Background: an optimization exercise with open tools, aiming at small area, a short achievable clock period and few clock cycles. Do not read the settings as production practice. Only simulation tests tie the RTL to the original design; equivalence was not proved. No activity file was given, so power comes from the tool's default toggle rates.

`config.mk`:
```
export PLATFORM = sky130hd
export DESIGN_NAME = cfd128
export DESIGN_NICKNAME = cfd128
export VERILOG_FILES = /design/flow/design.v
export SDC_FILE = /design/flow/constraint.sdc
export NUM_CORES = 8
export LEC_CHECK = 0
export CAP_MARGIN = 20
export CORE_MARGIN = 2
export CORE_UTILIZATION = 40
export PLACE_DENSITY = 0.55
export SETUP_SLACK_MARGIN = 5
export SLEW_MARGIN = 20
```
`constraint.sdc`:
```
create_clock -name core_clock -period 10.0 [get_ports {clk}]
set_input_delay 2.0000 -clock core_clock [delete_from_list [all_inputs] [get_ports {clk}]]
set_output_delay 2.0000 -clock core_clock [all_outputs]
set_load 0.01 [all_outputs]
```
`design.v`:
```
module cfd128 (
    input  wire        clk,
    input  wire        rst,
    input  wire        host_we,
    input  wire        host_re,
    input  wire [7:0]  host_addr,
    input  wire [63:0] host_wdata,
    output reg  [63:0] host_rdata,    
    output wire        busy
);
    localparam [7:0] R_ALO = 8'h00, R_AHI = 8'h01, R_M = 8'h02, R_V = 8'h03,
                     R_Q = 8'h04, R_LEN = 8'h05, R_DP = 8'h06,
                     R_STATUS = 8'h07, R_CMD = 8'h08;
    localparam [7:0] OP_NOP = 8'h00, OP_MUL = 8'h01, OP_SHF = 8'h02,
                     OP_DIVP2 = 8'h03, OP_BITAT = 8'h04, OP_ISZ = 8'h05,
                     OP_DTOA = 8'h10;
    localparam [3:0] C_MUL_OVF = 4'h1, C_SHIFT_RANGE = 4'h2, C_DIV_QOVF = 4'h3,
                     C_DIV_RANGE = 4'h4, C_BIT_RANGE = 4'h5, C_ILLEGAL_CMD = 4'h6,
                     C_BUSY_VIOL = 4'h7, C_BAD_ACCESS = 4'h8, C_DTOA_INPUT = 4'h9;
    localparam [3:0] S_IDLE  = 4'd0,
                     S_START = 4'd1,    
                     S_MUL   = 4'd2,    
                     S_SHR   = 4'd3,    
                     S_SHL   = 4'd4,    
                     S_FIN   = 4'd5,    
                     S_DINT  = 4'd6,    
                     S_DTINY = 4'd7,    
                     S_DFRAC = 4'd8,    
                     S_DFIN  = 4'd9;    
    localparam NSLOT = 36;
    reg [127:0] a_q;
    reg [63:0]  m_q;
    reg [63:0]  v_q;
    reg [31:0]  q_q;
    reg [5:0]   len_q;
    reg [7:0]   dp_q;
    reg         busy_q, fault_q, z_q, bit_q, ok_q;
    reg [3:0]   cause_q;
    reg [NSLOT*4-1:0] dg;       
    reg [5:0]   hq;             
    reg         rinc;           
    reg [3:0]   incdig;         
    reg [5:0]   lenm1;          
    assign busy = busy_q;
    reg [3:0]   st;
    reg [7:0]   op_q;
    reg [7:0]   imm_q;
    reg [6:0]   cnt;
    reg         ovf;
    reg [4:0]   fd;             
    reg [127:0] w;
    reg [1:0]   mb;             
    reg         dmode;          
    wire       addr_is_buf = (host_addr[7:6] == 2'b01) && (host_addr[5:0] <= 6'd41);
    wire [5:0] bi     = host_addr[5:0];
    wire       rd_mapped = (host_addr <= R_CMD) || addr_is_buf;
    reg  [8:0] rs;              
    reg  [15:0] rgrp;           
    reg  [1:0]  rsub;           
    reg         rblast;         
    reg        rbval;           
    wire [31:0] status = {20'd0, cause_q, 3'd0, ok_q, bit_q, z_q, fault_q, busy_q};
    wire [7:0] w_opc = host_wdata[7:0];
    wire [7:0] w_imm = host_wdata[15:8];
    reg        w_legal;
    always @(*) begin
        w_legal = 1'b0;
        if (host_wdata[63:16] == 48'd0) begin
            case (w_opc)
                OP_NOP, OP_MUL, OP_ISZ:        w_legal = (w_imm == 8'd0);
                OP_SHF, OP_DIVP2, OP_BITAT,
                OP_DTOA:                       w_legal = 1'b1;
                default:                       w_legal = 1'b0;
            endcase
        end
    end
    wire [134:0] op1 = {5'd0, w, 2'd0};
    wire [134:0] op2 = dmode ? {2'd0, w, 5'd0} : {6'd0, (a_q & {128{mb[1]}}), 1'b0};
    wire [134:0] op3 = dmode ? {1'd0, w, 6'd0} : {7'd0, (a_q & {128{mb[0]}})};
    wire [134:0] cs_s = op1 ^ op2 ^ op3;
    wire [134:0] cs_c = (op1 & op2) | (op1 & op3) | (op2 & op3);
    wire [134:0] x;
    cfd128_cpa #(.N(135)) u_cpa (.a(cs_s), .b({cs_c[133:0], 1'b0}), .s(x));
    function [5:0] hi_idx;
        input [35:0] m;
        integer k;
        begin
            hi_idx = 6'd0;
            for (k = 0; k < 36; k = k + 1)
                if (m[k] && !(|(m >> (k + 1)))) hi_idx = hi_idx | k[5:0];
        end
    endfunction
    function [5:0] lo_idx;
        input [35:0] m;
        integer k;
        begin
            lo_idx = 6'd0;
            for (k = 0; k < 36; k = k + 1)
                if (m[k] && !(|(m << (36 - k)))) lo_idx = lo_idx | k[5:0];
        end
    endfunction
    reg [35:0] m_nzp;
    integer t;
    always @(*) begin
        m_nzp = 36'd0;
        for (t = 0; t < 32; t = t + 1)
            m_nzp[t] = (m_q[2*t +: 2] != 2'b00);
    end
    wire [4:0] m_top = hi_idx(m_nzp);
    wire [4:0] m_ni   = cnt[4:0] - 5'd2;
    wire [1:0] m_next = m_q[m_ni*2 +: 2];
    wire w_zero = (w == 128'd0);
    wire a_zero = (a_q == 128'd0);
    wire        d_sign = v_q[63];
    wire [10:0] d_bexp = v_q[62:52];
    wire        d_sub  = (d_bexp == 11'd0);
    wire [52:0] d_f    = {~d_sub, v_q[51:0]};
    wire signed [12:0] d_ib = d_sub ? -13'sd1021 : ($signed({2'b00, d_bexp}) - 13'sd1022);
    reg  [6:0]  dw_cfc;
    always @(*) begin
        case (w_imm[4:0])
            5'd0:  dw_cfc = 7'd0;   5'd1:  dw_cfc = 7'd4;   5'd2:  dw_cfc = 7'd7;
            5'd3:  dw_cfc = 7'd10;  5'd4:  dw_cfc = 7'd14;  5'd5:  dw_cfc = 7'd17;
            5'd6:  dw_cfc = 7'd20;  5'd7:  dw_cfc = 7'd24;  5'd8:  dw_cfc = 7'd27;
            5'd9:  dw_cfc = 7'd30;  5'd10: dw_cfc = 7'd34;  5'd11: dw_cfc = 7'd37;
            5'd12: dw_cfc = 7'd40;  5'd13: dw_cfc = 7'd44;  5'd14: dw_cfc = 7'd47;
            5'd15: dw_cfc = 7'd50;  5'd16: dw_cfc = 7'd54;  5'd17: dw_cfc = 7'd57;
            5'd18: dw_cfc = 7'd60;  5'd19: dw_cfc = 7'd64;  default: dw_cfc = 7'd67;
        endcase
    end
    wire [4:0]  fc      = imm_q[4:0];
    wire        dw_rej  = (d_ib > 13'sd73) || (w_imm > 8'd20);
    wire        dw_zero = (d_ib <= -$signed({6'd0, dw_cfc}) - 13'sd1);
    wire        d_hasint = (d_ib > 13'sd0);
    wire [6:0]  d_ibu  = d_ib[6:0];             
    wire [6:0]  d_s    = 7'd0 - d_ib[6:0];      
    wire [1:0]  d_l0   = d_hasint ? (2'd0 - d_ibu[1:0]) : d_s[1:0];
    wire [127:0] d_wl  = {d_f, 75'd0} >> d_l0;
    function [3:0] add3;       
        input [3:0] d;
        begin
            add3[3] = d[3] | (d[2] & (d[1] | d[0]));
            add3[2] = (d[3] & d[0]) | (~d[3] & d[2] & ~d[1] & ~d[0]);
            add3[1] = (~d[3] & ~d[2] & d[1]) | (d[2] & d[1] & d[0]) | (d[3] & ~d[0]);
            add3[0] = (~d[3] & ~d[2] & d[0]) | (d[2] & d[1] & ~d[0]) | (d[3] & ~d[0]);
        end
    endfunction
    function [7:0] bcd2;
        input [6:0] v;
        reg [7:0] b;
        integer k;
        begin
            b = 8'd0;
            for (k = 6; k >= 0; k = k - 1)
                b = {add3(b[7:4]), add3(b[3:0])} << 1 | v[k];
            bcd2 = b;
        end
    endfunction
    function [87:0] dab1;
        input [87:0] d;
        input        b;
        integer j;
        reg [87:0] a;
        begin
            for (j = 0; j < 22; j = j + 1)
                a[j*4 +: 4] = add3(d[j*4 +: 4]);
            dab1 = {a[86:0], b};
        end
    endfunction
    wire [87:0] dd4 = dab1(dab1(dab1(dab1(dg[87:0], w[127]), w[126]), w[125]), w[124]);
    reg  [6:0] pend;
    reg        pend_v;
    wire [7:0] xd = bcd2(pend);
    wire [NSLOT*4-1:0] dgf = pend_v ? {dg[NSLOT*4-9:0], xd} : dg;
    wire        f_p  = (fd > fc);                    
    wire        f_r  = f_p ? (dgf[3:0] >= 4'd5) : w[127];
    reg  [35:0] f_mh, f_ml;
    integer u;
    always @(*) begin
        for (u = 0; u < NSLOT; u = u + 1) begin
            f_mh[u] = (dgf[u*4 +: 4] != 4'd0) && (u != 0 || !f_p);
            f_ml[u] = (f_r ? (dgf[u*4 +: 4] != 4'd9) : (dgf[u*4 +: 4] != 4'd0)) && (u != 0 || !f_p);
        end
    end
    wire [5:0] f_h   = hi_idx(f_mh);
    wire       f_any = |f_mh;
    wire [5:0] f_lo  = lo_idx(f_ml);
    reg  [5:0]  g_h, g_lo;
    reg         g_any, g_r;
    wire [5:0] f_top = (g_r && (!g_any || g_lo > g_h)) ? g_lo : g_h;
    wire       f_nz  = g_any | g_r;
    wire [5:0] f_len = f_nz ? (f_top - g_lo + 6'd1) : 6'd0;
    wire [7:0] f_dp  = f_nz ? ({2'b00, f_top} - {3'b000, fd} + 8'd1) : (8'd0 - {3'b000, fc});
    wire [3:0] f_ld  = dg[g_lo*4 +: 4];
    wire [3:0] f_inc = (f_ld == 4'd9) ? 4'd0 : f_ld + 4'd1;
    wire        fin_now = (st == S_DFIN);
    wire [5:0]  rd_hq   = fin_now ? f_top : hq;
    wire [5:0]  rd_len  = fin_now ? f_len : len_q;
    wire [5:0]  rd_lm1  = fin_now ? f_len - 6'd1 : lenm1;
    wire        rd_rinc = fin_now ? g_r : rinc;
    wire [3:0]  rd_inc  = fin_now ? f_inc : incdig;
    wire [5:0]  bslot   = rd_hq - bi;
    wire [159:0] dgx    = {16'd0, dg};
    wire [3:0]  rdig    = rblast ? incdig : rgrp[rsub*4 +: 4];
    always @(*) begin
        host_rdata = ({64{rs[0]}} & a_q[63:0])
                   | ({64{rs[1]}} & a_q[127:64])
                   | ({64{rs[2]}} & m_q)
                   | ({64{rs[3]}} & v_q)
                   | ({64{rs[4]}} & {32'd0, q_q})
                   | ({64{rs[5]}} & {58'd0, len_q})
                   | ({64{rs[6]}} & {{56{dp_q[7]}}, dp_q})
                   | ({64{rs[7]}} & {32'd0, status})
                   | ({64{rs[8] & rbval}} & {56'd0, 4'h3, rdig});
    end
    wire [127:0] div_mask = ~({128{1'b1}} << imm_q[6:0]);
    reg         start_ok;       
    wire        fin_fault = (st == S_FIN) && (((op_q == OP_MUL) && ovf)
                            || ((op_q == OP_DIVP2) && (w[127:32] != 96'd0)));
    wire signed [7:0] w_k = w_imm;
    wire        w_start_ok = (w_opc == OP_SHF) ? ((w_k <= 8'sd64) && (w_k >= -8'sd64) && (w_k != 8'sd0))
                                               : !w_imm[7];
    wire        cmd_dtoa_go = host_we && !busy_q && !fault_q && !fin_fault && host_addr == R_CMD && w_legal
                              && w_opc == OP_DTOA && !(d_sign || d_bexp == 11'h7FF) && !dw_rej && !dw_zero;
    wire stIDLE  = (st == S_IDLE);
    wire stFIN   = (st == S_FIN);
    wire stSTART = (st == S_START);
    wire stMUL   = (st == S_MUL);
    wire stSHR   = (st == S_SHR);
    wire stSHL   = (st == S_SHL);
    wire stDINT  = (st == S_DINT);
    wire stDTINY = (st == S_DTINY);
    wire stDFRAC = (st == S_DFRAC);
    wire stDFIN  = (st == S_DFIN);
    wire tc16 = (cnt >= 7'd16);
    wire tc4  = (cnt >= 7'd4) && (cnt < 7'd16);
    wire tc1  = (cnt != 7'd0) && (cnt < 7'd4);
    wire tc0  = (cnt == 7'd0);
    wire bitsmall = (op_q == OP_BITAT) && (cnt < 7'd16);
    wire fdone = w_zero || (fd >= fc);
    wire [6:0] shr_step = tc16 ? 7'd16 : tc4 ? 7'd4 : tc1 ? 7'd1 : 7'd0;
    wire selX   = (stSTART & start_ok) | stMUL | (stSHL & tc1) | (stDFRAC & ~fdone);
    wire selR16 = (stSHR & ~bitsmall | stDTINY) & tc16;
    wire selR4  = (stSHR & ~bitsmall | stDTINY) & tc4;
    wire selR1  = stSHR & ~bitsmall & tc1;
    wire selL4  = stDINT | (stSHL & (tc16 | tc4));
    wire selH   = ((stIDLE | stDFIN) & ~cmd_dtoa_go) | (stSHR & ~bitsmall & tc0) | (stSHL & tc0)
                | (stSTART & ~start_ok);
    wire [127:0] w_n = ({128{selX}}        & x[127:0])
                     | ({128{cmd_dtoa_go}} & d_wl)
                     | ({128{selR16}}      & (w >> 16))
                     | ({128{selR4}}       & (w >> 4))
                     | ({128{selR1}}       & (w >> 1))
                     | ({128{selL4}}       & (w << 4))
                     | ({128{selH}}        & w);
    always @(posedge clk) begin
        if (rst) w <= 128'd0;
        else     w <= w_n;
    end
    wire dgsh = stDFRAC & pend_v;
    wire [NSLOT*4-1:0] dg_n = cmd_dtoa_go ? {NSLOT*4{1'b0}}
                            : ({NSLOT*4{dgsh}} & {dg[NSLOT*4-9:0], xd})
                            | ({NSLOT*4{stDINT}} & {dg[NSLOT*4-1:88], dd4})
                            | ({NSLOT*4{~dgsh & ~stDINT}} & dg);
    always @(posedge clk) dg <= dg_n;
    always @(posedge clk) begin
        pend   <= x[134:128];
        pend_v <= !rst && stDFRAC && !fdone;
    end
    reg        cmd_fault;
    reg [3:0]  cmd_cause;
    reg        host_fault;
    reg [3:0]  host_cause;
    wire signed [7:0] shf_k = imm_q;
    always @(posedge clk) begin
        cmd_fault  = 1'b0;
        cmd_cause  = 4'd0;
        host_fault = 1'b0;
        host_cause = 4'd0;
        if (rst) begin
            a_q        <= 128'd0;
            m_q        <= 64'd0;
            v_q        <= 64'd0;
            q_q        <= 32'd0;
            len_q      <= 6'd0;
            dp_q       <= 8'd0;
            busy_q     <= 1'b0;
            fault_q    <= 1'b0;
            z_q        <= 1'b0;
            bit_q      <= 1'b0;
            ok_q       <= 1'b0;
            cause_q    <= 4'd0;
            hq         <= 6'd0;
            rinc       <= 1'b0;
            lenm1      <= 6'h3f;
            rs         <= 9'd0;
            rgrp       <= 16'd0;
            rsub       <= 2'd0;
            rblast     <= 1'b0;
            rbval      <= 1'b0;
            st         <= S_IDLE;
            op_q       <= 8'd0;
            imm_q      <= 8'd0;
            cnt        <= 7'd0;
            ovf        <= 1'b0;
            fd         <= 5'd0;
            mb         <= 2'b00;
            dmode      <= 1'b0;
        end else begin
            case (st)
                S_IDLE: ;
                S_START: begin
                    case (op_q)
                        OP_SHF: begin
                            mb <= 2'b00;
                            if ((shf_k > 8'sd64) || (shf_k < -8'sd64)) begin
                                cmd_fault = 1'b1;
                                cmd_cause = C_SHIFT_RANGE;
                                busy_q <= 1'b0;
                                st     <= S_IDLE;
                            end else if (shf_k == 8'sd0) begin
                                busy_q <= 1'b0;
                                st     <= S_IDLE;
                            end else begin
                                if (shf_k[7]) begin
                                    cnt <= (7'd0 - imm_q[6:0]) & 7'b1111110;
                                    st  <= S_SHL;
                                end else begin
                                    cnt <= imm_q[6:0];
                                    st  <= S_SHR;
                                end
                            end
                        end
                        OP_DIVP2: begin
                            mb <= 2'b00;
                            if (imm_q[7]) begin
                                cmd_fault = 1'b1;
                                cmd_cause = C_DIV_RANGE;
                                busy_q <= 1'b0;
                                st     <= S_IDLE;
                            end else begin
                                cnt <= imm_q[6:0];
                                st  <= S_SHR;
                            end
                        end
                        OP_BITAT: begin
                            mb <= 2'b00;
                            if (imm_q[7]) begin
                                cmd_fault = 1'b1;
                                cmd_cause = C_BIT_RANGE;
                                busy_q <= 1'b0;
                                st     <= S_IDLE;
                            end else begin
                                cnt <= imm_q[6:0];
                                st  <= S_SHR;
                            end
                        end
                        default: begin                   
                            if (op_q == OP_ISZ) z_q <= a_zero;
                            mb     <= 2'b00;
                            busy_q <= 1'b0;
                            st     <= S_IDLE;
                        end
                    endcase
                end
                S_MUL: begin
                    if (x[130:128] != 3'd0) ovf <= 1'b1;
                    mb  <= (cnt == 7'd1) ? 2'b00 : m_next;
                    cnt <= cnt - 7'd1;
                    if (cnt == 7'd1) begin
                        st     <= S_FIN;
                        busy_q <= 1'b0;
                    end
                end
                S_SHR: begin
                    if (bitsmall) begin
                        bit_q  <= w[cnt[3:0]];
                        busy_q <= 1'b0;
                        st     <= S_IDLE;
                    end else begin
                        cnt <= cnt - shr_step;
                        if (cnt == shr_step && op_q != OP_BITAT) begin
                            st     <= S_FIN;
                            busy_q <= 1'b0;
                        end
                    end
                end
                S_SHL: begin
                    cnt <= (tc16 | tc4) ? cnt - 7'd4 : 7'd0;
                    if (cnt == 7'd4 || !(tc16 | tc4)) begin
                        st     <= S_FIN;
                        busy_q <= 1'b0;
                    end
                end
                S_FIN: begin
                    case (op_q)
                        OP_MUL: begin
                            if (ovf) begin
                                cmd_fault = 1'b1;
                                cmd_cause = C_MUL_OVF;
                            end
                            a_q <= w;
                        end
                        OP_DIVP2: begin
                            if (w[127:32] != 96'd0) begin
                                cmd_fault = 1'b1;
                                cmd_cause = C_DIV_QOVF;
                            end
                            q_q <= w[31:0];
                            a_q <= a_q & div_mask;
                        end
                        default: a_q <= w;           
                    endcase
                    st     <= S_IDLE;
                end
                S_DINT: begin
                    cnt      <= cnt - 7'd1;
                    if (cnt == 7'd1) begin
                        st    <= S_DFRAC;
                        dmode <= 1'b1;
                    end
                end
                S_DTINY: begin
                    cnt <= cnt - (tc16 ? 7'd16 : 7'd4);
                    if (cnt == 7'd16 || cnt == 7'd4) begin
                        st    <= S_DFRAC;
                        dmode <= 1'b1;
                    end
                end
                S_DFRAC: begin
                    if (fdone) begin
                        busy_q <= 1'b0;
                        g_h    <= f_h;
                        g_any  <= f_any;
                        g_lo   <= f_lo;
                        g_r    <= f_r;
                        dmode  <= 1'b0;
                        st     <= S_DFIN;
                    end else begin
                        fd <= fd + 5'd2;
                    end
                end
                S_DFIN: begin
                    len_q  <= f_len;
                    lenm1  <= f_len - 6'd1;
                    dp_q   <= f_dp;
                    hq     <= f_top;
                    rinc   <= g_r;
                    incdig <= f_inc;
                    ok_q   <= 1'b1;
                    st     <= S_IDLE;
                end
                default: st <= S_IDLE;
            endcase
            if (host_re) begin
                rs[0]  <= (host_addr == R_ALO);
                rs[1]  <= (host_addr == R_AHI);
                rs[2]  <= (host_addr == R_M);
                rs[3]  <= (host_addr == R_V);
                rs[4]  <= (host_addr == R_Q);
                rs[5]  <= (host_addr == R_LEN);
                rs[6]  <= (host_addr == R_DP);
                rs[7]  <= (host_addr == R_STATUS);
                rs[8]  <= addr_is_buf;
                rgrp   <= dgx[bslot[5:2]*16 +: 16];
                rsub   <= bslot[1:0];
                rblast <= rd_rinc && (bi == rd_lm1);
                rbval  <= (bi < rd_len);
                if (!rd_mapped) begin
                    host_fault = 1'b1;
                    host_cause = C_BAD_ACCESS;
                end
            end
            if (host_we) begin
                if (busy_q) begin
                    host_fault = 1'b1;
                    host_cause = C_BUSY_VIOL;
                end else if (!fault_q && !fin_fault) begin
                    case (host_addr)
                        R_ALO: a_q[63:0]   <= host_wdata;
                        R_AHI: a_q[127:64] <= host_wdata;
                        R_M:   m_q         <= host_wdata;
                        R_V:   v_q         <= host_wdata;
                        R_CMD: begin
                            if (w_legal) begin
                                op_q  <= w_opc;
                                imm_q <= w_imm;
                                mb    <= (w_opc == OP_SHF && w_imm[7] && w_imm[0]) ? 2'b10 : 2'b01;
                                if (w_opc == OP_ISZ && stIDLE) begin
                                    z_q <= a_zero;
                                end else if (w_opc == OP_MUL) begin
                                    mb     <= m_q[m_top*2 +: 2];
                                    ovf    <= 1'b0;
                                    cnt    <= {2'b00, m_top} + 7'd1;
                                    busy_q <= 1'b1;
                                    st     <= S_MUL;
                                end else if (w_opc == OP_DTOA) begin
                                    mb <= 2'b00;
                                    if (d_sign || d_bexp == 11'h7FF) begin
                                        cmd_fault = 1'b1;
                                        cmd_cause = C_DTOA_INPUT;
                                    end else if (dw_rej) begin
                                        ok_q <= 1'b0;
                                    end else if (dw_zero) begin
                                        len_q  <= 6'd0;
                                        lenm1  <= 6'h3f;
                                        dp_q   <= 8'd0 - {3'b000, w_imm[4:0]};
                                        rinc   <= 1'b0;
                                        ok_q   <= 1'b1;
                                    end else begin
                                        busy_q <= 1'b1;
                                        fd <= 5'd0;
                                        if (d_hasint) begin
                                            cnt <= (d_ibu + 7'd3) >> 2;
                                            st  <= S_DINT;
                                        end else begin
                                            cnt <= d_s & 7'b1111100;
                                            if (d_s[6:2] != 5'd0) st <= S_DTINY;
                                            else begin
                                                st    <= S_DFRAC;
                                                dmode <= 1'b1;
                                            end
                                        end
                                    end
                                end else if (w_opc != OP_NOP) begin
                                    busy_q   <= 1'b1;
                                    st       <= S_START;
                                    start_ok <= w_start_ok && (w_opc != OP_ISZ);
                                end
                            end else begin
                                host_fault = 1'b1;
                                host_cause = C_ILLEGAL_CMD;
                            end
                        end
                        default: begin
                            host_fault = 1'b1;
                            host_cause = C_BAD_ACCESS;
                        end
                    endcase
                end
            end
            if (!fault_q) begin
                if (host_fault && !(cmd_fault && stFIN)) begin
                    fault_q <= 1'b1;
                    cause_q <= host_cause;
                end else if (cmd_fault) begin
                    fault_q <= 1'b1;
                    cause_q <= cmd_cause;
                end
            end
        end
    end
endmodule
module cfd128_cpa #(parameter N = 135) (
    input  wire [N-1:0] a,
    input  wire [N-1:0] b,
    output wire [N-1:0] s
);
    localparam L = 8;               
    wire [N-1:0] g [0:L];
    wire [N-1:0] p [0:L];
    assign g[0] = a & b;
    assign p[0] = a ^ b;
    genvar l, i;
    generate
        for (l = 0; l < L; l = l + 1) begin : lv
            for (i = 0; i < N; i = i + 1) begin : bt
                if (i >= (1 << l)) begin : c
                    assign g[l+1][i] = g[l][i] | (p[l][i] & g[l][i - (1 << l)]);
                    assign p[l+1][i] = p[l][i] & p[l][i - (1 << l)];
                end else begin : n
                    assign g[l+1][i] = g[l][i];
                    assign p[l+1][i] = p[l][i];
                end
            end
        end
    endgenerate
    assign s = p[0] ^ {g[L][N-2:0], 1'b0};
endmodule
```
`run.sh`:
```
#!/bin/bash
# synth_recipe.tcl (not shown) runs the flow's synth.tcl, then flattens the netlist and writes it again
# the make line also repeats each setting of config.mk as NAME=value (left out here)
make -C /OpenROAD-flow-scripts/flow DESIGN_CONFIG=/design/flow/config.mk WORK_HOME=/design/flow/orfs CLKGATE_MAP_FILE= SYNTH_SCRIPT=/design/flow/synth_recipe.tcl finish
```
==> impl_metrics.csv, run 1 <==
group,metric,value,unit
outcome,status,"complete, no violations",
cells_and_area,final_nets,9392,
worst_setup_path,arrival,5.77,ns
power,vdd_drop_max,0.000129,V
synth,ys_types,101,
sta,setup_viol,0,
global_routing,grt_util_all_layers,42.3,%
synth,synth_area_leaders,"dfxtp_1, nand2_1, a21oi_1, nor2_1, clkbuf_1",
cts,cts.sinks,687,
sta,rsz0062_at_grt,"true",
floorplan,dieWidth,415,µm
worst_setup_path,r2r_cells,17,
cts,clk_latency,0.77,ns
power,leakage,29.7,nW
floorplan,coreArea,168000,µm²
worst_setup_path,cp_max_fo,10,
place,gp_congestion,1.06,
synth,ys_warn_count,2,
cells_and_area,area_growth,17.4,%
worst_setup_path,reg2reg_from,"w[47]",
sta,finClkSkew,0.0570,ns
synth,async_flop_share,0,%
sta,holdWs,0.456,ns
flow_run,cap_violations,0,
routing,drt-initial-drc-count,11500,
worst_setup_path,cp-startpoint,"w[47]",
cts,cts_tree,"done",
synth,synth_nets,9629,
sta,tns,0,ns
global_routing,grt_pass1_vias,74000,
global_routing,grt_overflow_total,0,
synth,synth-seq-area-share,20.6,%
synth,synth-seq-cells,687,
cells_and_area,drive_above_1_share,14.1,%
routing,drc,0,
worst_setup_path,cp-start-kind,"flip-flop",
cts,numCtsBuffers,89,
place,port_buffers,140,
cts,cts-root-buf,"clkbuf_16",
cells_and_area,multi_input_area,52700,µm²
routing,drt-vias-per-instance,7.09,
sta,period_needed,5.17,ns
worst_setup_path,reg2reg_to,"ovf",
global_routing,grt_pass1_wl,540,mm
synth,avgSynthCellArea,7.33,µm²
cts,htree_levels,3,
sta,hold_viol,0,
sta,maxSlewViolCount,0,
worst_hold_path,hp-class,"flip-flop to flip-flop",
routing,dr_total_vias,79900,
synth,syn_area,67600,µm²
sta,timing.final.crit_share,51.7,%
synth,ys.flop_type,"dfxtp_1",
power,power_density,83.8,nW/µm²
floorplan,dieArea,172000,µm²
synth,syn_inst,9217,
sta,worst_pin_slew,1.31,ns
place,dp_hpwl,265,mm
sta,relSlewSlack,10.3,%
worst_setup_path,r2r_slack,4.83,ns
global_routing,grt_max_degree,192,
floorplan,rows,150,
worst_setup_path,worst-setup-path-type,"flip-flop to flip-flop",
global_routing,grt_antenna_before_repair,30,
cells_and_area,num-fill-cells,16600,
cts,clk_pin_slew,0.06,ns
cts,max-clock-path-buffers,3,
worst_setup_path,crit_required,10.61,ns
floorplan,start_util,40.3,%
routing,ant_nets,0,
routing,wirelength,385,mm
place,post_dp_cell_area,70800,µm²
cells_and_area,postLayoutCellArea,79400,µm²
synth,synth_edf_count,19,
worst_setup_path,cp-endpoint,"ovf",
routing,drt-pass1-iter-count,12,
floorplan,die_y,415,µm
worst_setup_path,end_kind,"flip-flop",
cells_and_area,ff_latch_area,14000,µm²
floorplan,ios,141,
synth,synth_top_area_cell,"dfxtp_1",
sta,timing.fmax,194,MHz
routing,avgRoutedWirePerCell,34.1,µm
synth,synthDominantCellAreaShare,19.8,%
-- cell usage in the layout, fill, tap and decap left out, drive strengths merged, types with 215 or more instances in the layout --
| cell | instances |
|---|---|
| a21oi | 826 |
| a22o | 271 |
| a22oi | 227 |
| buf | 423 |
| dfxtp | 668 |
| inv | 220 |
| mux2i | 218 |
| nand2 | 1337 |
| nor2 | 860 |
| nor3 | 215 |
| o21ai | 360 |
-- kinds of logic (layout without fill, tap and decap cells) --
family,count (synthesis),in the layout,synth area share (%)
other cells,1,15,0.00555
fa+ha+maj,341,341,7.76
mux,373,373,7.76
flops,687,687,20.6
simple gates,3370,3377,22.6
xor+xnor,229,229,2.97
buf+inv,1136,962,6.41
compound gates,3080,3080,31.8
-- through the flow --
step / std cells / setup WS, ns / utilization, % / power, mW
final: 11300 / 4.83 / 47.3 / 6.65
after global routing: 11300 / 4.77 / 47.3 / 6.75
after CTS: 11200 / 4.93 / 46.1 / 6.58
after detailed placement: 10900 / 2.19 / 42.2 / 3.18
after global placement: 10900 / 2.28 / 42.2 / 3.18
after floorplan: 9217 / 4.80 / - / 3.02
-- worst min-delay path by stage --
stage,depth (start not counted),from,endpoint
4_1_cts,2,q_q[15],q_q[15]
3_5_place_dp,2,q_q[15],q_q[15]
2_1_floorplan,2,z_q,z_q
3_3_place_gp,2,q_q[12],q_q[12]
6_report,2,q_q[7],q_q[7]
5_1_grt,2,q_q[11],q_q[11]
-- where the power goes --
| group | internal [mW] | total (mW) | switching [mW] |
|---|---|---|---|
| Clock | 1.94 | 3.42 | 1.49 |
| Combinational | 0.163 | 0.445 | 0.283 |
| Sequential | 2.76 | 2.78 | 0.0215 |
| Total | 4.86 | 6.65 | 1.79 |
-- registers in the layout (all words and copies together) (netlist names), 6 cells and up --
signal and flops:
m_q 64, a_q 128, rgrp 16, q_q 32, rs 9, cnt 7, imm_q 8, lenm1 6
v_q 64, dp_q 8, g_lo 6, len_q 6, pend 7, op_q 8, g_h 6, dg 144
w 128, hq 6
-- critical path: stages (launching register included) --
cell,delay [ns]
dfxtp_1,1.02
a22o_1,0.29
fa_1,0.46
ha_4,0.31
nand4_1,0.18
nor3_4,0.34
nand3_4,0.17
nor4_4,0.18
a22oi_2,0.12
buf_6,0.14
a2111oi_4,0.40
buf_4,0.24
nor4bb_4,0.06
buf_6,0.15
nor4b_4,0.29
buf_6,0.17
o21ai_2,0.09
o41a_1,0.40
-- repair_timing --
item,CTS,global route
resized for setup,427,258
buffers inserted,102,67
setup endpoints to repair,592,356
gates cloned,33,9
hold buffers,0,0
pin swaps,93,95
-- area by class of cell --
class                   count  area share (%)
multi-input cells        7401            66.4
flip-flops and latches    687            17.6
clock inverters            36           0.539
clock buffers             125            3.17
diodes                     14          0.0441
inverters                 227            1.10
repair buffers            574            7.69
well taps                2204            3.48
-- synth_stat cells, drive strengths merged, types with 55 or more instances --
library cell,instances
a32oi,66
mux2i,218
nand3,204
ha,204
nor4,161
nor2,860
and2,56
mux4,117
nand4,152
a211oi,137
o211ai,67
and3,64
buf,132
o21ai,360
a22oi,227
xnor2,152
a31oi,77
clkbuf,777
o21bai,55
nor2b,77
a22o,271
fa,132
xor2,77
o22ai,99
o21a,63
a311oi,77
a221oi,144
nor3,215
a21oi,826
nand2b,78
inv,216
dfxtp,668
a21o,91
a222oi,146
nand2,1337
-- metal layers --
layer / wire length, µm / vias up / track usage (%)
li1: - / 34200 / -
met1: 134000 / 38400 / 48.6
met2: 165000 / 5500 / 64.9
met3: 42900 / 1780 / 11.5
met4: 42600 / 22 / 36.5
met5: 150 / - / 0
Testbench counts, summed over its fixed seeds: cycles 9,757.
==> inputs of run 2 (changes only) <==
--- a/design.v
+++ b/design.v
@@ -49,2 +49,3 @@
     reg         ovf;
+    reg  [2:0]  ovb;            
     reg [4:0]   fd;             
@@ -217,3 +218,3 @@
     reg         start_ok;       
-    wire        fin_fault = (st == S_FIN) && (((op_q == OP_MUL) && ovf)
+    wire        fin_fault = (st == S_FIN) && (((op_q == OP_MUL) && (ovf || ovb != 3'd0))
                             || ((op_q == OP_DIVP2) && (w[127:32] != 96'd0)));
@@ -246,4 +247,2 @@
     wire selL4  = stDINT | (stSHL & (tc16 | tc4));
-    wire selH   = ((stIDLE | stDFIN) & ~cmd_dtoa_go) | (stSHR & ~bitsmall & tc0) | (stSHL & tc0)
-                | (stSTART & ~start_ok);
     wire [127:0] w_n = ({128{selX}}        & x[127:0])
@@ -253,4 +252,3 @@
                      | ({128{selR1}}       & (w >> 1))
-                     | ({128{selL4}}       & (w << 4))
-                     | ({128{selH}}        & w);
+                     | ({128{selL4}}       & (w << 4));
     always @(posedge clk) begin
@@ -305,2 +303,3 @@
             ovf        <= 1'b0;
+            ovb        <= 3'd0;
             fd         <= 5'd0;
@@ -326,3 +325,6 @@
                                     cnt <= (7'd0 - imm_q[6:0]) & 7'b1111110;
-                                    st  <= S_SHL;
+                                    if (imm_q == 8'hFF) begin       
+                                        st     <= S_FIN;
+                                        busy_q <= 1'b0;
+                                    end else st <= S_SHL;
                                 end else begin
@@ -342,3 +344,6 @@
                                 cnt <= imm_q[6:0];
-                                st  <= S_SHR;
+                                if (imm_q[6:0] == 7'd0) begin       
+                                    st     <= S_FIN;
+                                    busy_q <= 1'b0;
+                                end else st <= S_SHR;
                             end
@@ -366,3 +371,4 @@
                 S_MUL: begin
-                    if (x[130:128] != 3'd0) ovf <= 1'b1;
+                    ovb <= x[130:128];
+                    if (ovb != 3'd0) ovf <= 1'b1;
                     mb  <= (cnt == 7'd1) ? 2'b00 : m_next;
@@ -397,3 +403,3 @@
                         OP_MUL: begin
-                            if (ovf) begin
+                            if (ovf || ovb != 3'd0) begin
                                 cmd_fault = 1'b1;
@@ -493,2 +499,3 @@
                                     ovf    <= 1'b0;
+                                    ovb    <= 3'd0;
                                     cnt    <= {2'b00, m_top} + 7'd1;
--- a/config.mk
+++ b/config.mk
@@ -7,2 +7,3 @@
 export LEC_CHECK = 0
+export ABC_AREA = 1
 export CAP_MARGIN = 20
@@ -10,2 +11,3 @@
 export CORE_UTILIZATION = 40
+export CTS_BUF_LIST = sky130_fd_sc_hd__clkbuf_4 sky130_fd_sc_hd__clkbuf_8
 export PLACE_DENSITY = 0.55
==> impl_metrics.csv, run 2 <==
group,metric,value,unit
outcome,status,"complete, no violations",
routing,avgRoutedWirePerCell,34.8,µm
routing,drc,0,
sta,setup_viol,0,
floorplan,dieWidth,410,µm
cells_and_area,area_growth,18.1,%
power,leakage,33.5,nW
cts,cts.sinks,690,
synth,synthDominantCellAreaShare,20.3,%
global_routing,grt_pass1_wl,626,mm
synth,ys.flop_type,"dfxtp_1",
floorplan,rows,149,
worst_setup_path,r2r_cells,14,
routing,dr_total_vias,89800,
cts,cts_tree,"done",
synth,async_flop_share,0,%
worst_setup_path,cp-start-kind,"flip-flop",
floorplan,dieArea,168000,µm²
synth,synth_edf_count,19,
global_routing,grt_antenna_before_repair,49,
synth,ys_warn_count,2,
synth,syn_area,66100,µm²
synth,synthTopCellsByCount,"inv_1, nand2_1, a21oi_1, nor2_1, o21ai_0",
cells_and_area,drive_above_1_share,11.6,%
sta,timing.fmax,191,MHz
cts,htree_levels,4,
floorplan,ios,141,
synth,syn_inst,10900,
global_routing,grt_max_degree,155,
synth,ys_types,75,
worst_setup_path,reg2reg_from,"w[123]",
cells_and_area,final_core_util,47.4,%
floorplan,die_y,410,µm
global_routing,grt_pass1_vias,81200,
worst_hold_path,hp-class,"flip-flop to flip-flop",
power,power_density,86.3,nW/µm²
floorplan,start_util,40.2,%
worst_setup_path,cp_max_fo,17,
worst_setup_path,worst-setup-path-type,"flip-flop to flip-flop",
cts,max-clock-path-buffers,3,
routing,ant_nets,0,
sta,timing.final.crit_share,52.4,%
synth,synth_nets,11300,
cts,cts_hold_buffers,0,
synth,synth_top_area_cell,"dfxtp_1",
sta,finClkSkew,0.102,ns
routing,drt-vias-per-instance,6.74,
worst_setup_path,end_kind,"flip-flop",
routing,drt-pass1-iter-count,10,
worst_setup_path,arrival,6.00,ns
worst_hold_path,min-delay-start,"op_q[7]",
place,gp_congestion,1.18,
routing,wirelength,463,mm
cells_and_area,largest_reg_flops,144,
cts,clk_pin_slew,0.06,ns
synth,synth-seq-area-share,21.2,%
worst_setup_path,crit_required,10.76,ns
sta,rsz0062_at_grt,"true",
cells_and_area,largestRegisters,"dg x144, a_q x128, w x128",
place,port_buffers,140,
cts,cts-root-buf,"clkbuf_8",
global_routing,grt_util_all_layers,52.1,%
cells_and_area,mostFrequentLayoutCell,"nand2_1",
place,dp_hpwl,349,mm
sta,maxSlewViolCount,0,
cells_and_area,final_nets,11400,
cells_and_area,largest-register,"dg",
sta,relSlewSlack,5.75,%
synth,synth_area_leaders,"dfxtp_1, inv_1, nand2_1, a21oi_1, o21ai_0",
synth,synth-seq-cells,690,
sta,hold_viol,0,
power,vdd_drop_max,0.000141,V
cts,clk_latency,1.00,ns
flow_run,cap_violations,0,
cells_and_area,final_cell_mix,"nand2_1, inv_1, a21oi_1",
sta,worst_pin_slew,1.40,ns
routing,drt-initial-drc-count,16000,
synth,synth.most_common_cell,"inv_1",
sta,tns,0,ns
cts,numCtsBuffers,147,
floorplan,coreArea,164000,µm²
place,pre_cts_slack,2.64,ns
synth,avgSynthCellArea,6.09,µm²
global_routing,grt_overflow_total,0,
sta,period_needed,5.24,ns
worst_setup_path,cp-startpoint,"w[123]",
worst_hold_path,worstHoldPathCells,2,
cells_and_area,num-fill-cells,17400,
sta,setup_ws,4.76,ns
run 2: cell types whose count changed after synthesis, sizes merged, moves of 321 or more:
cell and delta:
inv +1503, nor2 +321, nand2 +387, o21ai +718, o22ai +394, clkbuf -343, a21oi +391
run 2: what timing repair did:
action / CTS / global route
resized for setup: 495 / 383
setup endpoints to repair: 626 / 230
buffers inserted: 71 / 88
gates cloned: 15 / 15
pin swaps: 35 / 73
run 2: stage by stage:
stage	hold slack, ns	cells	cell area, µm²	total power, mW
detailed placement	0.451	12800	69500	3.22
global route	0.476	13300	77900	6.82
CTS	0.461	13200	75300	6.64
global placement	0.445	12800	69500	3.22
finish	0.461	13300	78000	6.73
floorplan	0.436	10900	66100	3.02
run 2: cell type report:
class	count	area (µm²)	area share (%)
multi-input combinational	7908	46100	59.1
timing repair inverter	5	57.6	0.0738
inverter	1736	6780	8.70
tap	2189	2740	3.51
sequential	690	14100	18.0
clock buffer	214	2710	3.48
antenna	36	90.1	0.115
clock inverter	53	423	0.542
timing repair buffer	487	5010	6.43
run 2: cells by family (layout without fill, tap and decap cells):
family / after synthesis / after routing / share of synthesized area, %
AOI/OAI and AO/OA: 3631 / 3631 / 32.0
xor gates and xnor gates: 52 / 52 / 0.689
adders and majority gates: 336 / 336 / 7.86
buffers and inverters: 2255 / 2495 / 13.0
DFF: 690 / 690 / 21.2
muxes: 21 / 21 / 0.318
other: 1 / 37 / 0.00568
and+or+nand+nor: 3864 / 3867 / 24.9
run 2: layer usage:
layer	global-route usage (%)	vias to the layer above	share of wire [%]
met5	0	-	0.032
met4	46.0	18	11
met3	21.5	2347	14
met2	74.2	7764	40
met1	59.6	42100	35
li1	-	37600	-
run 2: final timing paths:
check / endpoint / slack, ns
max: a_q[99] / 4.76
min: op_q[7] / 0.46
max reg2reg: a_q[99] / 4.76
min reg2reg: op_q[7] / 0.46
run 2: worst max-delay path, cell delays in order, from the launching register on:
cell and delay (ns):
dfxtp_1 0.49, nor4_1 0.46, nand4_1 0.33, nor2_1 0.40, nand3_4 0.12, buf_12 0.19, nand2_1 0.25, nand2_1 0.16
nor2_1 0.18, nand2_1 0.20, nor2_2 0.15, buf_4 0.35, inv_2 0.38, o21ai_0 1.17, a31oi_1 0.18
run 2: power by group:
part           internal, mW  switching (mW)
Clock                  1.82            1.64
Combinational         0.138           0.353
Sequential             2.77          0.0143
Total                  4.73            2.01
Testbench counts of run 2, summed over its fixed seeds: cycles 9,757.
==> inputs of run 3 (changes only) <==
--- a/config.mk
+++ b/config.mk
@@ -7,3 +7,2 @@
 export LEC_CHECK = 0
-export ABC_AREA = 1
 export CAP_MARGIN = 20
@@ -15 +14,2 @@
 export SLEW_MARGIN = 20
+export TNS_END_PERCENT = 10
==> impl_metrics.csv, run 3 <==
group,metric,value,unit
outcome,status,"complete, no violations",
power,total_power,7.22,mW
synth,synth.most_common_cell,"nand2_1",
global_routing,grt_max_degree,128,
routing,drc,0,
worst_setup_path,worst-setup-path-type,"flip-flop to flip-flop",
floorplan,dieArea,171000,µm²
worst_setup_path,r2r_slack,4.51,ns
global_routing,grt_pass1_vias,71400,
cells_and_area,largest_reg_flops,144,
sta,hold_viol,0,
global_routing,grt_pass1_wl,519,mm
cells_and_area,largest-register,"dg",
place,pre_cts_slack,2.90,ns
cells_and_area,multi_input_area,50200,µm²
flow_run,cap_violations,0,
cts,cts_hold_buffers,0,
place,dp_hpwl,263,mm
routing,avgRoutedWirePerCell,33.1,µm
synth,ys_warn_count,2,
synth,avgSynthCellArea,7.33,µm²
worst_setup_path,cp_max_fo,6,
floorplan,ios,141,
sta,setup_ws,4.51,ns
floorplan,dieWidth,413,µm
sta,period_needed,5.49,ns
sta,finClkSkew,0.0619,ns
routing,drt-pass1-iter-count,11,
sta,maxSlewViolCount,0,
synth,ys_types,108,
worst_setup_path,r2r_cells,19,
synth,synth_edf_count,19,
cts,cts_tree,"done",
worst_hold_path,hp-class,"flip-flop to flip-flop",
cells_and_area,mostFrequentLayoutCell,"nand2_1",
cells_and_area,num-fill-cells,16900,
synth,synth_nets,9555,
sta,setup_viol,0,
worst_setup_path,crit_required,10.79,ns
synth,ys.flop_type,"dfxtp_1",
routing,drt-vias-per-instance,6.98,
cts,max-clock-path-buffers,3,
routing,drt-initial-drc-count,11600,
worst_hold_path,worstHoldPathCells,2,
worst_hold_path,min-delay-start,"q_q[7]",
sta,timing.final.crit_share,54.9,%
cells_and_area,final_nets,9256,
cts,cts.sinks,690,
sta,relSlewSlack,14.7,%
floorplan,rows,150,
routing,ant_nets,0,
sta,worst_pin_slew,1.27,ns
cts,numCtsBuffers,142,
synth,syn_area,67000,µm²
power,vdd_drop_max,0.000102,V
floorplan,start_util,40.2,%
worst_hold_path,hold_path_end,"q_q[7]",
cts,htree_levels,4,
cells_and_area,ff_latch_area,14000,µm²
worst_setup_path,reg2reg_from,"dmode",
power,power_density,95.3,nW/µm²
place,port_buffers,140,
synth,syn_inst,9143,
cells_and_area,drive_above_1_share,12.2,%
place,post_dp_cell_area,69500,µm²
global_routing,grt_antenna_before_repair,24,
worst_setup_path,arrival,6.27,ns
cts,cts-root-buf,"clkbuf_8",
cells_and_area,postLayoutCellArea,75800,µm²
synth,synthDominantCellAreaShare,20.0,%
worst_setup_path,reg2reg_to,"ovb[1]",
synth,synthTopCellsByCount,"nand2_1, clkbuf_1, nor2_1, a21oi_1, dfxtp_1",
cells_and_area,final_cell_mix,"nand2_1, nor2_1, a21oi_1",
worst_setup_path,cp-start-kind,"flip-flop",
cts,clk_pin_slew,0.06,ns
place,gp_congestion,1.10,
floorplan,die_y,413,µm
synth,synth-seq-area-share,20.9,%
power,leakage,28.2,nW
sta,rsz0062_at_grt,"true",
global_routing,grt_util_all_layers,41.1,%
worst_setup_path,end_kind,"flip-flop",
routing,wirelength,370,mm
sta,timing.fmax,182,MHz
routing,dr_total_vias,78000,
synth,synth-seq-cells,690,
synth,async_flop_share,0,%
cts,clk_latency,0.95,ns
synth,synth_top_area_cell,"dfxtp_1",
floorplan,coreArea,167000,µm²
synth,synth_area_leaders,"dfxtp_1, nand2_1, a21oi_1, clkbuf_1, nor2_1",
global_routing,grt_overflow_total,0,
cells_and_area,stdcell_count,11200,
cells_and_area,area_growth,13.0,%
sta,tns,0,ns
place,dpl.cell_count,10800,
cells_and_area,largestRegisters,"dg x144, a_q x128, w x128",
## run 3: cell types whose count changed in the layout (fill, tap and decap cells not counted), moves of 139 or more
cell      before   now
a21oi_1     1172   704
a222oi_1       0   139
a22o_1         0   262
a22oi_1       38   223
inv_1       1644   190
mux2i_1       21   178
nand2_1     1651  1301
nand3_1      434   211
nor2_1      1113   751
o21ai_0      949   417
o22ai_1      466   121
## run 3: final cells by class
cell class              count  area share (%)
clock inverters            35           0.482
diodes                     14          0.0462
clock buffers             222            3.65
inverters                 216            1.10
repair buffers            480            6.33
well taps                2204            3.64
flip-flops and latches    690            18.5
multi-input cells        7314            66.2
## run 3: logic make-up (layout without fill, tap and decap cells)
logic type      Yosys count  count (layout)  share of synthesized area, %
mux                     334             334                          7.05
fa+ha+maj               342             342                          7.84
compound gates         3070            3070                          31.7
simple gates           3351            3354                          23.1
flops                   690             690                          20.9
buf+inv                1142             953                          6.57
other cells               1              15                       0.00559
xor+xnor                213             213                          2.78
## run 3: worst max-delay path by stage
stage                   from      to  slack (ns)  cells after the start
2_1_floorplan  host_wdata[8]  cnt[6]        4.89                     20
3_3_place_gp   host_wdata[8]   w[73]        2.97                     16
3_5_place_dp   host_wdata[8]   w[73]        2.90                     16
4_1_cts              g_lo[1]  rblast        4.78                     25
5_1_grt                dmode  ovb[1]        4.48                     17
6_report               dmode  ovb[1]        4.51                     19
## run 3: per-stage QoR
step	hold slack (ns)	utilization [%]
2_1_floorplan	0.431	-
3_3_place_gp	0.444	41.6
3_5_place_dp	0.447	41.6
4_1_cts	0.455	44.5
5_1_grt	0.471	45.4
6_report	0.456	45.4
## run 3: repair_timing
| action | CTS | global route |
|---|---|---|
| gates resized for setup | 214 | 186 |
| setup buffers | 52 | 65 |
| gates cloned | 9 | 12 |
| endpoints found under the setup margin | 385 | 444 |
| pin swaps | 51 | 53 |
| endpoints found under the hold margin | 0 | 0 |
## run 3: report_power, final
| part | total [mW] | leakage (nW) | internal (mW) | switching [mW] |
|---|---|---|---|---|
| logic | 0.888 | 20.9 | 0.338 | 0.550 |
| registers | 2.91 | 5.61 | 2.80 | 0.115 |
| clock network | 3.42 | 1.67 | 1.87 | 1.56 |
| total | 7.22 | 28.2 | 5.00 | 2.22 |
## run 3: critical path: stages (launching register included)
cell and delay, ns:
dfxtp_4 0.38, buf_12 0.14, nor2b_4 0.05, buf_12 0.14, buf_12 0.13, a22o_1 0.21, fa_1 0.50, ha_4 0.32
o21a_1 0.14, o211ai_1 0.17, a2111o_1 0.55, a2111o_2 0.61, a2111oi_4 0.33, buf_4 0.20, o2111ai_4 0.25, a2111oi_4 0.52
or2_4 0.20, a311oi_2 0.08, buf_4 0.20, a31o_2 0.19
## run 3: per-layer routing
layer,global-route usage [%],vias to the layer above,wire length (µm)
met2,61.7,5139,157000
met5,0,-,108
met1,49.8,37800,135000
met4,31.8,16,35700
met3,11.4,1307,41600
li1,-,33700,-
==> inputs of run 4 (changes only) <==
--- a/config.mk
+++ b/config.mk
@@ -14,2 +14 @@
 export SLEW_MARGIN = 20
-export TNS_END_PERCENT = 10
==> impl_metrics.csv, run 4 <==
group,metric,value,unit
outcome,status,"complete, no violations",
worst_setup_path,r2r_slack,4.62,ns
synth,ys_types,108,
global_routing,grt_overflow_total,0,
sta,period_needed,5.38,ns
synth,avgSynthCellArea,7.33,µm²
floorplan,ios,141,
cells_and_area,largestRegisters,"dg x144, a_q x128, w x128",
cts,cts_hold_buffers,0,
routing,dr_total_vias,79100,
global_routing,grt_antenna_before_repair,23,
cells_and_area,largest-register,"dg",
cells_and_area,final_core_util,45.8,%
cts,clk_latency,0.96,ns
synth,yosys.area_share.adder,7.84,%
cts,numCtsBuffers,143,
synth,ys_warn_count,2,
routing,drt-initial-drc-count,12800,
synth,synth_xor_area_share,2.78,%
routing,wirelength,387,mm
worst_setup_path,r2r_cells,21,
cells_and_area,num-fill-cells,16900,
synth,synth_nets,9555,
worst_hold_path,worstHoldPathCells,2,
cells_and_area,drive_above_1_share,13.0,%
cts,htree_levels,4,
synth,synth_compound_area_share,31.7,%
place,gp_congestion,1.10,
cts,max-clock-path-buffers,3,
sta,timing.final.crit_share,53.8,%
synth,syn_area,67000,µm²
cells_and_area,mostFrequentLayoutCell,"nand2_1",
floorplan,die_y,413,µm
sta,worst_pin_slew,1.26,ns
cells_and_area,final_cell_mix,"nand2_1, nor2_1, a21oi_1",
worst_setup_path,end_kind,"flip-flop",
cells_and_area,final_nets,9291,
worst_setup_path,cp-start-kind,"flip-flop",
synth,synth_edf_count,19,
synth,synth_top_family_by_area,"compound AO/OA/AOI/OAI gates",
cts,cts.sinks,690,
cts,clk_pin_slew,0.06,ns
synth,ys.flop_type,"dfxtp_1",
cells_and_area,area_growth,14.1,%
synth,synth.most_common_cell,"nand2_1",
worst_hold_path,hp-class,"flip-flop to flip-flop",
worst_setup_path,arrival,6.16,ns
floorplan,dieWidth,413,µm
global_routing,grt_pass1_vias,72600,
sta,setup_viol,0,
sta,holdWs,0.456,ns
global_routing,grt_max_degree,163,
sta,tns,0,ns
floorplan,dieArea,171000,µm²
sta,finClkSkew,0.0593,ns
worst_setup_path,reg2reg_from,"dmode",
sta,maxSlewViolCount,0,
worst_setup_path,worst-setup-path-type,"flip-flop to flip-flop",
worst_setup_path,crit_required,10.79,ns
routing,ant_nets,0,
worst_hold_path,hold_path_end,"q_q[2]",
global_routing,grt_pass1_wl,540,mm
sta,hold_viol,0,
floorplan,rows,150,
floorplan,coreArea,167000,µm²
synth,synthTopCellsByCount,"nand2_1, clkbuf_1, nor2_1, a21oi_1, dfxtp_1",
cts,cts_tree,"done",
power,power_density,92.5,nW/µm²
power,leakage,28.1,nW
synth,synthDominantCellAreaShare,20.0,%
sta,timing.fmax,186,MHz
worst_setup_path,reg2reg_to,"w[125]",
flow_run,cap_violations,0,
sta,rsz0062_at_grt,"true",
cells_and_area,largest_reg_flops,144,
routing,drt-pass1-iter-count,13,
global_routing,grt_util_all_layers,43.2,%
place,port_buffers,140,
worst_hold_path,min-delay-start,"q_q[2]",
synth,synth-seq-cells,690,
synth,async_flop_share,0,%
power,vdd_drop_max,0.000142,V
sta,relSlewSlack,16.2,%
synth,synth-seq-area-share,20.9,%
routing,avgRoutedWirePerCell,34.6,µm
routing,drt-vias-per-instance,7.07,
synth,yosys.area_share.simple,23.1,%
synth,synth_area_leaders,"dfxtp_1, nand2_1, a21oi_1, clkbuf_1, nor2_1",
place,dp_hpwl,276,mm
synth,muxShareOfSynthArea,7.05,%
worst_setup_path,cp_max_fo,8,
cts,cts-root-buf,"clkbuf_8",
routing,drc,0,
synth,syn_inst,9143,
floorplan,start_util,40.2,%
synth,synth_top_area_cell,"dfxtp_1",
[run 4: cell counts after synthesis]
No cell type changed its count.
[run 4: timing repair]
item / CTS / global route
pin swaps: 50 / 70
gates cloned: 14 / 7
endpoints found under the setup margin: 433 / 288
gates resized for setup: 296 / 232
buffers inserted: 66 / 61
[run 4: how the worst max path moves through the flow]
stage | cells past startpoint | to | from
floorplan | 20 | cnt[6] | host_wdata[8]
global placement | 17 | ovb[1] | dmode
detailed placement | 17 | w[85] | dmode
CTS | 20 | ovb[1] | mb[0]
global route | 20 | w[125] | dmode
finish | 21 | w[125] | dmode
[run 4: where the power goes]
group | internal, mW | switching (mW)
sequential | 2.79 | 0.114
clock | 1.77 | 1.53
combinational | 0.326 | 0.532
[run 4: area by class of cell]
cell class | instances | area, µm² | area share (%)
well taps | 2204 | 2760 | 3.61
multi-input cells | 7316 | 50800 | 66.4
clock inverters | 35 | 323 | 0.422
diodes | 12 | 30.0 | 0.0393
repair buffers | 512 | 5090 | 6.66
flip-flops and latches | 690 | 14000 | 18.4
inverters | 216 | 852 | 1.11
clock buffers | 208 | 2610 | 3.41
[run 4: metrics by stage]
stage / cell area, µm² / power [mW] / std cells / setup WS [ns]
floorplan: 67100 / 3.47 / 9143 / 4.89
global placement: 69600 / 3.75 / 10800 / 2.76
detailed placement: 69600 / 3.76 / 10800 / 2.67
CTS: 74800 / 7.02 / 11100 / 4.79
global route: 76400 / 7.24 / 11200 / 4.60
finish: 76500 / 7.07 / 11200 / 4.62
[run 4: cells by family after synthesis]
group	Yosys count
adder cells (fa/ha/maj)	342
flip-flops	690
XOR/XNOR	213
AO/OA/AOI/OAI	3070
AND/OR/NAND/NOR	3351
multiplexers	334
other	1
buffers and inverters	1142
[run 4: routing by layer]
metal	vias to the layer above	GRT usage [%]	wire length, µm
li1	33800	-	-
met1	38200	51.9	140000
met2	5721	64.3	163000
met3	1422	13.3	47300
met4	18	33.3	37300
met5	-	0	150
[run 4: worst max-delay path, cell delays in order (launching register included)]
cell and delay [ns]:
dfxtp_4 0.48, nor2b_4 0.07, buf_12 0.15, buf_12 0.15, buf_4 0.14, a22o_1 0.19
fa_1 0.50, ha_4 0.29, nand2_1 0.06, a2111o_1 0.38, nand2_2 0.14, a211oi_4 0.10
a2111o_2 0.64, buf_4 0.20, a2111oi_4 0.28, buf_4 0.22, a211oi_4 0.06, buf_12 0.18
o31ai_4 0.26, a21oi_2 0.12, o2111a_1 0.24, or3_1 0.34
==> inputs of run 5 (changes only) <==
--- a/design.v
+++ b/design.v
@@ -79,3 +79,3 @@
     wire [134:0] op2 = dmode ? {2'd0, w, 5'd0} : {6'd0, (a_q & {128{mb[1]}}), 1'b0};
-    wire [134:0] op3 = dmode ? {1'd0, w, 6'd0} : {7'd0, (a_q & {128{mb[0]}})};
+    wire [134:0] op3 = (st == S_DFRAC) ? {1'd0, w, 6'd0} : {7'd0, (a_q & {128{mb[0]}})};
     wire [134:0] cs_s = op1 ^ op2 ^ op3;
==> impl_metrics.csv, run 5 <==
group,metric,value,unit
cts,cts_hold_buffers,0,
sta,tns,0,ns
worst_setup_path,end_kind,"flip-flop",
routing,ant_nets,0,
power,p_int,4.76,mW
floorplan,ios,141,
cts,cts.sinks,690,
floorplan,dieArea,171000,µm²
global_routing,grt_pass1_wl,543,mm
cells_and_area,area_growth,16.0,%
power,pwr-share-seq,42.3,%
worst_setup_path,arrival,6.44,ns
floorplan,rows,150,
global_routing,grt_max_degree,157,
cells_and_area,num-fill-cells,16800,
worst_setup_path,cp_max_fo,6,
worst_setup_path,crit_required,10.74,ns
routing,dr_total_vias,80300,
sta,timing.final.crit_share,57.0,%
synth,synth-seq-cells,690,
cells_and_area,stdcell_count,11600,
global_routing,grt_util_all_layers,43.5,%
power,power_density,85.1,nW/µm²
global_routing,grt_antenna_before_repair,23,
cells_and_area,largest-register,"dg",
power,p_sw,1.86,mW
place,pre_cts_slack,2.19,ns
floorplan,dieWidth,413,µm
outcome,status,"complete, no violations",
place,dp_hpwl,274,mm
cts,cts-root-buf,"clkbuf_8",
cells_and_area,ff_latch_area,14100,µm²
synth,ys_warn_count,2,
power,total_power,6.62,mW
worst_hold_path,hp-class,"flip-flop to flip-flop",
sta,relSlewSlack,17.4,%
synth,synth_area_leaders,"dfxtp_1, nand2_1, a21oi_1, o21ai_0, nor2_1",
synth,async_flop_share,0,%
sta,period_needed,5.70,ns
synth,ys.flop_type,"dfxtp_1",
power,vdd_drop_max,0.000146,V
sta,maxSlewViolCount,0,
sta,rsz0062_at_grt,"true",
place,port_buffers,140,
global_routing,grt_overflow_total,0,
routing,drt-initial-drc-count,12600,
synth,syn_area,67000,µm²
power,p_sw_share,28.0,%
floorplan,start_util,40.2,%
place,post_dp_cell_area,69600,µm²
routing,wirelength,387,mm
cts,clk_pin_slew,0.06,ns
worst_hold_path,worstHoldPathCells,2,
global_routing,grt_pass1_vias,73200,
synth,synth-seq-area-share,20.9,%
place,gp_congestion,1.08,
cells_and_area,drive_above_1_share,13.9,%
power,combPwrFrac,7.2,%
sta,hold_viol,0,
cells_and_area,multi_input_area,51700,µm²
worst_setup_path,worst-setup-path-type,"flip-flop to flip-flop",
synth,avgSynthCellArea,7.02,µm²
sta,setup_viol,0,
floorplan,die_y,413,µm
synth,synthTopCellsByCount,"nand2_1, nor2_1, a21oi_1, clkbuf_1, dfxtp_1",
synth,synth.most_common_cell,"nand2_1",
routing,drc,0,
worst_setup_path,cp-start-kind,"flip-flop",
cells_and_area,largestRegisters,"dg x144, a_q x128, w x128",
synth,synth_edf_count,19,
cts,htree_levels,4,
routing,avgRoutedWirePerCell,33.3,µm
cells_and_area,mostFrequentLayoutCell,"nand2_1",
synth,ys_types,115,
cells_and_area,final_cell_mix,"nand2_1, nor2_1, a21oi_1",
routing,drt-pass1-iter-count,23,
place,dpl.cell_count,11200,
synth,synth_top_area_cell,"dfxtp_1",
synth,syn_inst,9552,
cts,numCtsBuffers,141,
power,leakage,28.4,nW
cells_and_area,largest_reg_flops,144,
worst_setup_path,r2r_cells,26,
power,clockPowerShare,50.4,%
worst_setup_path,reg2reg_from,"st[2]",
synth,synthDominantCellAreaShare,20.0,%
routing,drt-vias-per-instance,6.92,
sta,worst_pin_slew,1.24,ns
cells_and_area,postLayoutCellArea,77700,µm²
sta,holdWs,0.453,ns
synth,synth_nets,9965,
cts,max-clock-path-buffers,3,
cells_and_area,final_core_util,46.6,%
cells_and_area,final_nets,9702,
worst_hold_path,min-delay-start,"rgrp[9]",
floorplan,coreArea,167000,µm²
sta,setup_ws,4.30,ns
cts,clk_latency,0.95,ns
worst_setup_path,cp-startpoint,"st[2]",
sta,finClkSkew,0.0790,ns
sta,timing.fmax,175,MHz
cts,cts_tree,"done",
flow_run,cap_violations,0,
## run 5: cell types whose count changed in the layout (fill, tap and decap cells not counted), moves of 28 or more
cell / before / now
o21ai_1: 22 / 58
nand2_1: 1301 / 1880
a21oi_1: 692 / 720
a22oi_1: 219 / 175
a22o_1: 262 / 37
o21ai_0: 396 / 559
nor2_1: 752 / 804
## run 5: layout make-up
cell class	count	share of cell area [%]
clock buffer	216	3.51
sequential	690	18.1
timing repair buffer	527	6.94
clock inverter	30	0.351
antenna	20	0.0644
multi-input combinational	7723	66.5
tap	2204	3.55
inverter	206	1.02
## run 5: worst max-delay path: stages, from the launching register on
cell	delay (ns)
dfxtp_4	0.34
nand2b_4	0.14
nor3_4	0.14
buf_6	0.16
buf_16	0.20
buf_16	0.19
buf_16	0.15
o21ai_2	0.07
fa_2	0.56
ha_4	0.22
buf_4	0.16
nand3_2	0.08
nand2_2	0.07
a221oi_4	0.29
a31oi_4	0.15
a311oi_4	0.47
buf_6	0.25
o22ai_4	0.11
o2111ai_4	0.34
a2111oi_4	0.16
o21ai_4	0.26
buf_4	0.16
buf_6	0.10
nand2_8	0.07
a211oi_4	0.33
xor2_1	0.19
o22ai_1	0.10
## run 5: worst paths after layout
check                           endpoint  slack (ns)
worst max-delay path              w[127]        4.30
worst min-delay path             rgrp[9]        0.45
worst max register to register    w[127]        4.30
worst min register to register   rgrp[9]        0.45
## run 5: metal layers
| layer | vias up | share of wire, % | GRT usage, % |
|---|---|---|---|
| met5 | - | 0.030 | 0 |
| met4 | 20 | 10 | 34.0 |
| met3 | 1713 | 12 | 14.4 |
| met2 | 5782 | 41 | 64.2 |
| met1 | 38400 | 36 | 52.0 |
| li1 | 34400 | - | - |
## run 5: kinds of logic (layout without fill, tap and decap cells)
group | Yosys count | after routing | share of synthesized area (%)
other | 1 | 21 | 0.00559
and+or+nand+nor | 3867 | 3868 | 25.4
AOI/OAI and AO/OA | 2951 | 2951 | 29.1
xor gates and xnor gates | 236 | 236 | 3.08
muxes | 319 | 319 | 6.80
DFF | 690 | 690 | 20.9
buffers and inverters | 1140 | 979 | 6.74
adders and majority gates | 348 | 348 | 7.94
## run 5: what timing repair did
action,in CTS,in global routing
pin swaps,87,96
setup endpoints to repair,670,370
cloned,16,3
setup buffers,88,56
gates resized for setup,455,303
## run 5: power by group through the flow
stage          clock network (mW)  registers, mW  logic, mW
2_1_floorplan                   0           2.84      0.271
3_3_place_gp                    0           2.86      0.424
3_5_place_dp                    0           2.86      0.424
4_1_cts                      3.33           2.80      0.437
5_1_grt                      3.44           2.80      0.500
6_report                     3.34           2.80      0.479
Testbench counts of run 5, summed over its fixed seeds: cycles 9,757.

[afterwards: timing with drivers on the ports]
In the flow no input, the clock included, has a driving cell. The finished layouts below were timed again as built, in two steps. Step 1 (the two cells are an assumption about what drives the block):
set clk [get_ports {clk}]
set_driving_cell -lib_cell sky130_fd_sc_hd__clkbuf_16 $clk
set_driving_cell -lib_cell sky130_fd_sc_hd__buf_2 [delete_from_list [all_inputs] $clk]
Step 2, shift: input delay + t, output delay - t, t = (earliest + latest rising clock arrival at the registers) / 2. This alone moves slack from input paths to output paths. a / b / c = ideal ports / drivers / drivers and shift; a / b = the first two.
run	shift t [ns]	slack for setup (ns)	latest minus earliest clock arrival (ns)	slew at the worst register clock pin (ns)
run 1	0.827	4.835 / 4.835 / 4.214	0.057 / 0.058	0.07 / 0.07
run 2	1.047	4.761 / 4.761 / 4.077	0.102 / 0.102	0.08 / 0.08
run 3	1.020	4.515 / 4.515 / 4.043	0.062 / 0.062	0.07 / 0.07
run 4	1.026	4.624 / 4.624 / 4.040	0.059 / 0.059	0.07 / 0.07
run 5	1.003	4.299 / 4.299 / 3.980	0.079 / 0.079	0.08 / 0.08
After both steps every run listed still meets setup and hold. The setup slack of run 2, which loses most, moves by 0.000 ns with the drivers and by -0.684 ns with both steps.
